From an optimization exercise on the open Yosys and OpenROAD flow, aimed at small area, a short achievable clock period and few clock cycles per item; shortcuts taken in it are not production practice.
Function was checked by simulation only, so behaviour that the tests miss may differ from the original.

==> build 82: inputs <==
## doppler_row
module doppler_row (
  input  wire        clk,
  input  wire        rst,
  input  wire        in_valid,
  output wire        in_ready,
  input  wire [7:0]  in_data,
  output reg         out_valid,
  input  wire        out_ready,
  output reg  [15:0] out_db,
  output reg         out_last
);
  localparam signed [15:0] DB_FLOOR  = -16'sd12800;   
  localparam signed [15:0] DB_OFFSET = -16'sd3960;    
  localparam [15:0]        DB_SCALE  = 16'd49321;     
  integer i;
  reg         byte_hi;
  reg  [7:0]  hi_byte;
  reg  [5:0]  n_in;
  reg         stg_full;
  wire        copy_now;
  reg         in_rdy;
  assign in_ready = in_rdy;
  wire in_fire = in_valid && in_ready;
  wire        byte_hi_n  = in_fire ? !byte_hi : byte_hi;
  wire [5:0]  n_in_n     = (in_fire && byte_hi) ? n_in + 6'd1 : n_in;
  wire        stg_full_n = (stg_full && !copy_now) || (in_fire && byte_hi && n_in == 6'd63);
  always @(posedge clk) begin
    if (rst) in_rdy <= 1'b1;
    else     in_rdy <= !stg_full_n || (n_in_n == 6'd0) || (n_in_n == 6'd1 && !byte_hi_n);
  end
  reg         s_vld;
  reg  signed [16:0] s_r;
  reg  [23:0] w_bd;      
  reg  [5:0]  n_r;
  reg  [14:0] win_c;
  always @(posedge clk) begin
    if (rst) begin
      byte_hi  <= 1'b0;
      n_in     <= 6'd0;
      stg_full <= 1'b0;
      s_vld    <= 1'b0;
    end else begin
      s_vld <= 1'b0;
      if (copy_now) stg_full <= 1'b0;
      if (in_fire) begin
        if (!byte_hi) begin
          hi_byte <= in_data;
          byte_hi <= 1'b1;
        end else begin
          byte_hi <= 1'b0;
          s_vld   <= 1'b1;
          n_in    <= n_in + 6'd1;
          if (n_in == 6'd63) stg_full <= 1'b1;
        end
      end
    end
  end
  always @(posedge clk) begin
    s_r  <= $signed({1'b0, hi_byte, in_data}) - 17'sd2048;
    w_bd <= win_bd;
  ...
clock: 12.0 ns
lec_check: 0
cap_margin: 20
core_margin: 2
core_utilization: 55
slew_margin: 20
run.sh (not shown) runs the stock make flow with config.mk's settings and CLKGATE_MAP_FILE= SYNTH_SCRIPT=/design/flow/synth_recipe.tcl, a recipe that flattens the netlist after the stock synthesis.
==> inputs of build 13, as changes to build 82 <==
--- a/flow/design.v
+++ b/flow/design.v
@@ -14,55 +14,54 @@
   localparam [15:0]        DB_SCALE  = 16'd49321;     
   integer i;
   reg         byte_hi;
   reg  [7:0]  hi_byte;
   reg  [5:0]  n_in;
   reg         stg_full;
   wire        copy_now;
-  reg         in_rdy;
+  reg         in_rdy, take_hi, take_lo;
   assign in_ready = in_rdy;
-  wire in_fire = in_valid && in_ready;
-  wire        byte_hi_n  = in_fire ? !byte_hi : byte_hi;
-  wire [5:0]  n_in_n     = (in_fire && byte_hi) ? n_in + 6'd1 : n_in;
-  wire        stg_full_n = (stg_full && !copy_now) || (in_fire && byte_hi && n_in == 6'd63);
-  always @(posedge clk) begin
-    if (rst) in_rdy <= 1'b1;
-    else     in_rdy <= !stg_full_n || (n_in_n == 6'd0) || (n_in_n == 6'd1 && !byte_hi_n);
-  end
+  wire        hi_t = in_valid && take_hi;      
+  wire        lo_t = in_valid && take_lo;      
+  wire [5:0]  n_in_p1   = n_in + 6'd1;
+  wire        stg_f0    = stg_full && !copy_now;
+  wire        rdy_none  = !stg_f0 || (n_in == 6'd0) || (n_in == 6'd1 && !byte_hi);
+  wire        rdy_hi    = !stg_f0 || (n_in == 6'd0);
+  wire        rdy_lo    = !stg_f0 || (n_in == 6'd63) || (n_in == 6'd0);
+  wire        byte_hi_n = byte_hi ? !lo_t : hi_t;
+  wire        in_rdy_n  = lo_t ? rdy_lo : hi_t ? rdy_hi : rdy_none;
   reg         s_vld;
   reg  signed [16:0] s_r;
   reg  [23:0] w_bd;      
   reg  [5:0]  n_r;
   reg  [14:0] win_c;
   always @(posedge clk) begin
     if (rst) begin
       byte_hi  <= 1'b0;
       n_in     <= 6'd0;
       stg_full <= 1'b0;
       s_vld    <= 1'b0;
+      in_rdy   <= 1'b1;
+      take_hi  <= 1'b1;
+      take_lo  <= 1'b0;
     end else begin
-      s_vld <= 1'b0;
-      if (copy_now) stg_full <= 1'b0;
-      if (in_fire) begin
-        if (!byte_hi) begin
-          hi_byte <= in_data;
-          byte_hi <= 1'b1;
-        end else begin
-          byte_hi <= 1'b0;
-          s_vld   <= 1'b1;
-          n_in    <= n_in + 6'd1;
-          if (n_in == 6'd63) stg_full <= 1'b1;
-        end
-      end
+      byte_hi  <= byte_hi_n;
+      s_vld    <= lo_t;
+      if (lo_t) n_in <= n_in_p1;
+      stg_full <= stg_f0 || (lo_t && n_in == 6'd63);
+      in_rdy   <= in_rdy_n;
+      take_hi  <= in_rdy_n && !byte_hi_n;
+      take_lo  <= in_rdy_n && byte_hi_n;
     end
+    if (hi_t) hi_byte <= in_data;
   end
   always @(posedge clk) begin
     s_r  <= $signed({1'b0, hi_byte, in_data}) - 17'sd2048;
     w_bd <= win_bd;
-    if (in_fire && byte_hi) n_r <= n_in;
+    n_r  <= n_in;
   end
   wire [23:0] win_bd;
   benc #(.NB(8)) u_wenc (.b({1'b0, win_c}), .bd(win_bd));
   wire [31:0] win_ps, win_pc;
   bmul_cs #(.WA(17), .NB(8), .WP(32)) u_wmul (.a(s_r), .bd(w_bd), .s(win_ps), .c(win_pc));
   reg  [31:0] wp_s, wp_c;
   reg         wp_w;
@@ -113,20 +112,25 @@
       rp[14] <= rp[0];
       rq[14] <= rq[0];
       rr[14] <= rr[0];
       rs[14] <= rs[0];
       gc <= (gc == 4'd15) ? 4'd1 : gc + 4'd1;
     end
   end
+  reg  signed [17:0] gap, gam, gbp, gbm;
   reg  signed [18:0] gAp, gBp, gAm, gBm;
   always @(posedge clk) begin
-    gAp <= rp[0] + rq[0] + rr[0] + rs[0];
-    gBp <= rp[0] + rq[0] - rr[0] - rs[0];
-    gAm <= rp[0] - rq[0] + rr[0] - rs[0];
-    gBm <= rp[0] - rq[0] - rr[0] + rs[0];
+    gap <= rp[1] + rq[1];
+    gam <= rp[1] - rq[1];
+    gbp <= rr[1] + rs[1];
+    gbm <= rr[1] - rs[1];
+    gAp <= gap + gbp;
+    gBp <= gap - gbp;
+    gAm <= gam + gbm;
+    gBm <= gam - gbm;
   end
   localparam [1:0] L_WAIT = 2'd0, L_ISSUE = 2'd1, L_DONE = 2'd2;
   reg  [1:0]  lst   [0:1];
   reg  [3:0]  lic   [0:1];
   reg  [4:0]  lk    [0:1];
   reg         lnew  [0:1];
   reg  [23:0] lcb   [0:1];     
@@ -309,15 +313,15 @@
         end else begin
           if (llast2[gi]) cpend[gi] <= 1'b1;
           else if (do_cap) cpend[gi] <= 1'b0;
           if (do_cap) cfull[gi] <= 1'b1;
           else if (cfree[gi]) cfull[gi] <= 1'b0;
           case (st)
             L_WAIT: begin
-              if ((copy_now || lnew[gi]) && go) begin
+              if (lnew[gi] && go) begin
                 lst[gi]  <= L_ISSUE;
                 lic[gi]  <= 4'd0;
                 lnew[gi] <= 1'b0;
               end else if (copy_now) begin
                 lnew[gi] <= 1'b1;
               end
             end
@@ -415,23 +419,34 @@
     q_s   <= d1_ss;
     q_c   <= d1_sc;
     q_j0  <= d1_j0;
     q_hi  <= d1_hi;
     q_15  <= d1_15;
     q_b16 <= d1_b16;
   end
+  reg  [45:0] sqv;
+  reg         sv_v, sv_j0, sv_hi, sv_15, sv_b16;
+  always @(posedge clk) begin
+    if (rst) sv_v <= 1'b0;
+    else     sv_v <= q_v;
+    sqv    <= q_s + q_c;
+    sv_j0  <= q_j0;
+    sv_hi  <= q_hi;
+    sv_15  <= q_15;
+    sv_b16 <= q_b16;
+  end
   reg  [45:0] pw;
   reg         d2_v, d2_hi, d2_15, d2_b16;
   always @(posedge clk) begin
     if (rst) d2_v <= 1'b0;
-    else     d2_v <= q_v && !q_j0;
-    pw     <= (q_j0 ? 46'd0 : pw) + q_s + q_c;
-    d2_hi  <= q_hi;
-    d2_15  <= q_15;
-    d2_b16 <= q_b16;
+    else     d2_v <= sv_v && !sv_j0;
+    pw     <= (sv_j0 ? 46'd0 : pw) + sqv;
+    d2_hi  <= sv_hi;
+    d2_15  <= sv_15;
+    d2_b16 <= sv_b16;
   end
   reg  [45:0] nrm;
   reg  [5:0]  lz;
   always @(*) begin
     nrm = pw;
     lz  = 6'd0;
     if (nrm[45:14] == 32'd0) begin nrm = nrm << 32; lz = lz + 6'd32; end
@@ -569,15 +584,15 @@
         if (rpi == 4'd14) omode <= 2'd0;
       end else if (o_free) begin
         out_valid <= 1'b0;
       end
     end
   end
   always @(*) begin
-    case (n_in)
+    case (n_r)
       6'd0: win_c = 15'd0;
       6'd1: win_c = 15'd81;
       6'd2: win_c = 15'd325;
       6'd3: win_c = 15'd728;
       6'd4: win_c = 15'd1287;
       6'd5: win_c = 15'd1995;
       6'd6: win_c = 15'd2847;
==> inputs of trial 8, as changes to build 82 <==
--- a/flow/design.v
+++ b/flow/design.v
@@ -14,55 +14,54 @@
   localparam [15:0]        DB_SCALE  = 16'd49321;     
   integer i;
   reg         byte_hi;
   reg  [7:0]  hi_byte;
   reg  [5:0]  n_in;
   reg         stg_full;
   wire        copy_now;
-  reg         in_rdy;
+  reg         in_rdy, take_hi, take_lo;
   assign in_ready = in_rdy;
-  wire in_fire = in_valid && in_ready;
-  wire        byte_hi_n  = in_fire ? !byte_hi : byte_hi;
-  wire [5:0]  n_in_n     = (in_fire && byte_hi) ? n_in + 6'd1 : n_in;
-  wire        stg_full_n = (stg_full && !copy_now) || (in_fire && byte_hi && n_in == 6'd63);
-  always @(posedge clk) begin
-    if (rst) in_rdy <= 1'b1;
-    else     in_rdy <= !stg_full_n || (n_in_n == 6'd0) || (n_in_n == 6'd1 && !byte_hi_n);
-  end
+  wire        hi_t = in_valid && take_hi;      
+  wire        lo_t = in_valid && take_lo;      
+  wire [5:0]  n_in_p1   = n_in + 6'd1;
+  wire        stg_f0    = stg_full && !copy_now;
+  wire        rdy_none  = !stg_f0 || (n_in == 6'd0) || (n_in == 6'd1 && !byte_hi);
+  wire        rdy_hi    = !stg_f0 || (n_in == 6'd0);
+  wire        rdy_lo    = !stg_f0 || (n_in == 6'd63) || (n_in == 6'd0);
+  wire        byte_hi_n = byte_hi ? !lo_t : hi_t;
+  wire        in_rdy_n  = lo_t ? rdy_lo : hi_t ? rdy_hi : rdy_none;
   reg         s_vld;
   reg  signed [16:0] s_r;
   reg  [23:0] w_bd;      
   reg  [5:0]  n_r;
   reg  [14:0] win_c;
   always @(posedge clk) begin
     if (rst) begin
       byte_hi  <= 1'b0;
       n_in     <= 6'd0;
       stg_full <= 1'b0;
       s_vld    <= 1'b0;
+      in_rdy   <= 1'b1;
+      take_hi  <= 1'b1;
+      take_lo  <= 1'b0;
     end else begin
-      s_vld <= 1'b0;
-      if (copy_now) stg_full <= 1'b0;
-      if (in_fire) begin
-        if (!byte_hi) begin
-          hi_byte <= in_data;
-          byte_hi <= 1'b1;
-        end else begin
-          byte_hi <= 1'b0;
-          s_vld   <= 1'b1;
-          n_in    <= n_in + 6'd1;
-          if (n_in == 6'd63) stg_full <= 1'b1;
-        end
-      end
+      byte_hi  <= byte_hi_n;
+      s_vld    <= lo_t;
+      if (lo_t) n_in <= n_in_p1;
+      stg_full <= stg_f0 || (lo_t && n_in == 6'd63);
+      in_rdy   <= in_rdy_n;
+      take_hi  <= in_rdy_n && !byte_hi_n;
+      take_lo  <= in_rdy_n && byte_hi_n;
     end
+    if (hi_t) hi_byte <= in_data;
   end
   always @(posedge clk) begin
     s_r  <= $signed({1'b0, hi_byte, in_data}) - 17'sd2048;
     w_bd <= win_bd;
-    if (in_fire && byte_hi) n_r <= n_in;
+    n_r  <= n_in;
   end
   wire [23:0] win_bd;
   benc #(.NB(8)) u_wenc (.b({1'b0, win_c}), .bd(win_bd));
   wire [31:0] win_ps, win_pc;
   bmul_cs #(.WA(17), .NB(8), .WP(32)) u_wmul (.a(s_r), .bd(w_bd), .s(win_ps), .c(win_pc));
   reg  [31:0] wp_s, wp_c;
   reg         wp_w;
@@ -113,20 +112,25 @@
       rp[14] <= rp[0];
       rq[14] <= rq[0];
       rr[14] <= rr[0];
       rs[14] <= rs[0];
       gc <= (gc == 4'd15) ? 4'd1 : gc + 4'd1;
     end
   end
+  reg  signed [17:0] gap, gam, gbp, gbm;
   reg  signed [18:0] gAp, gBp, gAm, gBm;
   always @(posedge clk) begin
-    gAp <= rp[0] + rq[0] + rr[0] + rs[0];
-    gBp <= rp[0] + rq[0] - rr[0] - rs[0];
-    gAm <= rp[0] - rq[0] + rr[0] - rs[0];
-    gBm <= rp[0] - rq[0] - rr[0] + rs[0];
+    gap <= rp[1] + rq[1];
+    gam <= rp[1] - rq[1];
+    gbp <= rr[1] + rs[1];
+    gbm <= rr[1] - rs[1];
+    gAp <= gap + gbp;
+    gBp <= gap - gbp;
+    gAm <= gam + gbm;
+    gBm <= gam - gbm;
   end
   localparam [1:0] L_WAIT = 2'd0, L_ISSUE = 2'd1, L_DONE = 2'd2;
   reg  [1:0]  lst   [0:1];
   reg  [3:0]  lic   [0:1];
   reg  [4:0]  lk    [0:1];
   reg         lnew  [0:1];
   reg  [23:0] lcb   [0:1];     
@@ -309,15 +313,15 @@
         end else begin
           if (llast2[gi]) cpend[gi] <= 1'b1;
           else if (do_cap) cpend[gi] <= 1'b0;
           if (do_cap) cfull[gi] <= 1'b1;
           else if (cfree[gi]) cfull[gi] <= 1'b0;
           case (st)
             L_WAIT: begin
-              if ((copy_now || lnew[gi]) && go) begin
+              if (lnew[gi] && go) begin
                 lst[gi]  <= L_ISSUE;
                 lic[gi]  <= 4'd0;
                 lnew[gi] <= 1'b0;
               end else if (copy_now) begin
                 lnew[gi] <= 1'b1;
               end
             end
@@ -389,49 +393,62 @@
           dact <= 1'b0;
           dk   <= dk + 4'd1;
         end
       end
     end
   end
   reg  [21:0] d1_y;       
+  reg  [21:0] d1_yn;      
   reg         d1_sg;
   reg                d1_v, d1_j0, d1_hi, d1_15, d1_b16;
   always @(posedge clk) begin
     if (rst) d1_v <= 1'b0;
     else     d1_v <= dact;
     d1_y   <= cap[dl][dj][21:0] ^ {22{cap[dl][dj][22]}};
+    d1_yn  <= ~(cap[dl][dj][21:0] ^ {22{cap[dl][dj][22]}});
     d1_sg  <= cap[dl][dj][22];
     d1_j0  <= !dj[0];
     d1_hi  <= dj[1];
     d1_15  <= (dk == 4'd15);
     d1_b16 <= (dk == 4'd0);
   end
   wire [45:0] d1_ss, d1_sc;
-  sqr_cs u_sq (.y(d1_y), .sg(d1_sg), .s(d1_ss), .c(d1_sc));
+  sqr_cs u_sq (.y(d1_y), .yn(d1_yn), .sg(d1_sg), .s(d1_ss), .c(d1_sc));
   reg  [45:0] q_s, q_c;
   reg         q_v, q_j0, q_hi, q_15, q_b16;
   always @(posedge clk) begin
     if (rst) q_v <= 1'b0;
     else     q_v <= d1_v;
     q_s   <= d1_ss;
     q_c   <= d1_sc;
     q_j0  <= d1_j0;
     q_hi  <= d1_hi;
     q_15  <= d1_15;
     q_b16 <= d1_b16;
   end
+  reg  [45:0] sqv;
+  reg         sv_v, sv_j0, sv_hi, sv_15, sv_b16;
+  always @(posedge clk) begin
+    if (rst) sv_v <= 1'b0;
+    else     sv_v <= q_v;
+    sqv    <= q_s + q_c;
+    sv_j0  <= q_j0;
+    sv_hi  <= q_hi;
+    sv_15  <= q_15;
+    sv_b16 <= q_b16;
+  end
   reg  [45:0] pw;
   reg         d2_v, d2_hi, d2_15, d2_b16;
   always @(posedge clk) begin
     if (rst) d2_v <= 1'b0;
-    else     d2_v <= q_v && !q_j0;
-    pw     <= (q_j0 ? 46'd0 : pw) + q_s + q_c;
-    d2_hi  <= q_hi;
-    d2_15  <= q_15;
-    d2_b16 <= q_b16;
+    else     d2_v <= sv_v && !sv_j0;
+    pw     <= (sv_j0 ? 46'd0 : pw) + sqv;
+    d2_hi  <= sv_hi;
+    d2_15  <= sv_15;
+    d2_b16 <= sv_b16;
   end
   reg  [45:0] nrm;
   reg  [5:0]  lz;
   always @(*) begin
     nrm = pw;
     lz  = 6'd0;
     if (nrm[45:14] == 32'd0) begin nrm = nrm << 32; lz = lz + 6'd32; end
@@ -569,15 +586,15 @@
         if (rpi == 4'd14) omode <= 2'd0;
       end else if (o_free) begin
         out_valid <= 1'b0;
       end
     end
   end
   always @(*) begin
-    case (n_in)
+    case (n_r)
       6'd0: win_c = 15'd0;
       6'd1: win_c = 15'd81;
       6'd2: win_c = 15'd325;
       6'd3: win_c = 15'd728;
       6'd4: win_c = 15'd1287;
       6'd5: win_c = 15'd1995;
       6'd6: win_c = 15'd2847;
@@ -983,29 +1000,31 @@
       end
       assign bd[3*i]   = b1 ^ b0;
       assign bd[3*i+1] = (b2 ^ b1) & ~(b1 ^ b0);
       assign bd[3*i+2] = b2;
     end
   endgenerate
 endmodule
-module sqr_cs (input wire [21:0] y, input wire sg, output wire [45:0] s, output wire [45:0] c);
+module sqr_cs (input wire [21:0] y, input wire [21:0] yn, input wire sg,
+               output wire [45:0] s, output wire [45:0] c);
+  wire [21:0] yd = ~yn;
   wire [23*46-1:0] rows;
   wire [45:0] diag;
   genvar i;
   generate
     for (i = 0; i < 22; i = i + 1) begin : d
       assign diag[2*i]   = y[i];
       assign diag[2*i+1] = 1'b0;
     end
     assign diag[45:44] = 2'b00;
     assign rows[45:0] = diag;
     for (i = 0; i < 21; i = i + 1) begin : x1
-      assign rows[(i+2)*46-1:(i+1)*46] = y[i] ? (({24'd0, y} >> (i+1)) << (2*i+2)) : 46'd0;
+      assign rows[(i+2)*46-1:(i+1)*46] = y[i] ? (({24'd0, yd} >> (i+1)) << (2*i+2)) : 46'd0;
     end
-    assign rows[23*46-1:22*46] = sg ? {23'd0, y, 1'b1} : 46'd0;
+    assign rows[23*46-1:22*46] = sg ? {23'd0, yd, 1'b1} : 46'd0;
   endgenerate
   csa_tree_23_46 u_t (.rows(rows), .s(s), .c(c));
 endmodule
 module csa_tree_9_37 (input wire [332:0] rows, output wire [36:0] s, output wire [36:0] c);
   wire [36:0] l0_s0 = rows[36:0] ^ rows[73:37] ^ rows[110:74];
   wire [36:0] l0_c0m = (rows[36:0] & rows[73:37]) | (rows[36:0] & rows[110:74]) | (rows[73:37] & rows[110:74]);
   wire [36:0] l0_c0 = {l0_c0m[35:0], 1'b0};
Settings changed: CORE_UTILIZATION 55 to 60.
==> reports/qor.yml <==
cts_made_buffers: 437
start_util_pct: 55.32
buffers: 264
run_status: "complete, no violations"
That was build 82.
==> reports/qor.yml <==
buffers: 217
start_kind: "flip-flop"
run_status: "complete, no violations"
cts_made_buffers: 441
That was trial 8.
==> reports/qor.yml <==
max_slew_margin_pct: 15.55
start_util_pct: 55.31
run_status: "complete, no violations"
die_w_um: 635.5
switching_share_pct: 27.15
largest_cell_class: "multi-input gates"
p_comb_mw: 6.50
synth_ff_type: "dfxtp_1"
That was build 13.
Testbench counts of build 82, summed over its fixed seeds: cycles 13,640, windows 96.
Testbench counts of build 13, summed over its fixed seeds: cycles 13,656, windows 96.
Testbench counts of trial 8, summed over its fixed seeds: cycles 13,656, windows 96.

==> port drivers added, routing unchanged <==
How much do the figures lean on ideal ports? The routed layouts below were timed once more, with nothing changed but the port constraints.
Step 1 (the two cells are an assumption about what drives the block):
set clk [get_ports {clk}]
set_driving_cell -lib_cell sky130_fd_sc_hd__clkbuf_16 $clk
set_driving_cell -lib_cell sky130_fd_sc_hd__buf_2 [delete_from_list [all_inputs] $clk]
Step 2 also shifts input and output timing later by t, the mid clock arrival at the registers, as if the neighbouring blocks saw the same clock.
a / b / c = no drivers / after step 1 / after step 2; a / b = the first two.
run | t (ns) | setup WS [ns] | latest minus earliest clock arrival (ns) | slew at the worst register clock pin (ns) | worst data-port slew with drivers (ns)
build 82 | 1.084 | 6.115 / 6.201 / 5.117 | 0.062 / 0.062 | 0.07 / 0.07 | 0.05
build 13 | 1.111 | 7.190 / 7.190 / 6.864 | 0.111 / 0.111 | 0.07 / 0.07 | 0.10
trial 8 | 1.091 | 7.356 / 7.356 / 6.936 | 0.106 / 0.106 | 0.07 / 0.07 | 0.04
After both steps setup and hold are still met in every run listed. The setup slack of build 82, which loses most, moves by +0.086 ns with the drivers and by -0.998 ns with both steps.
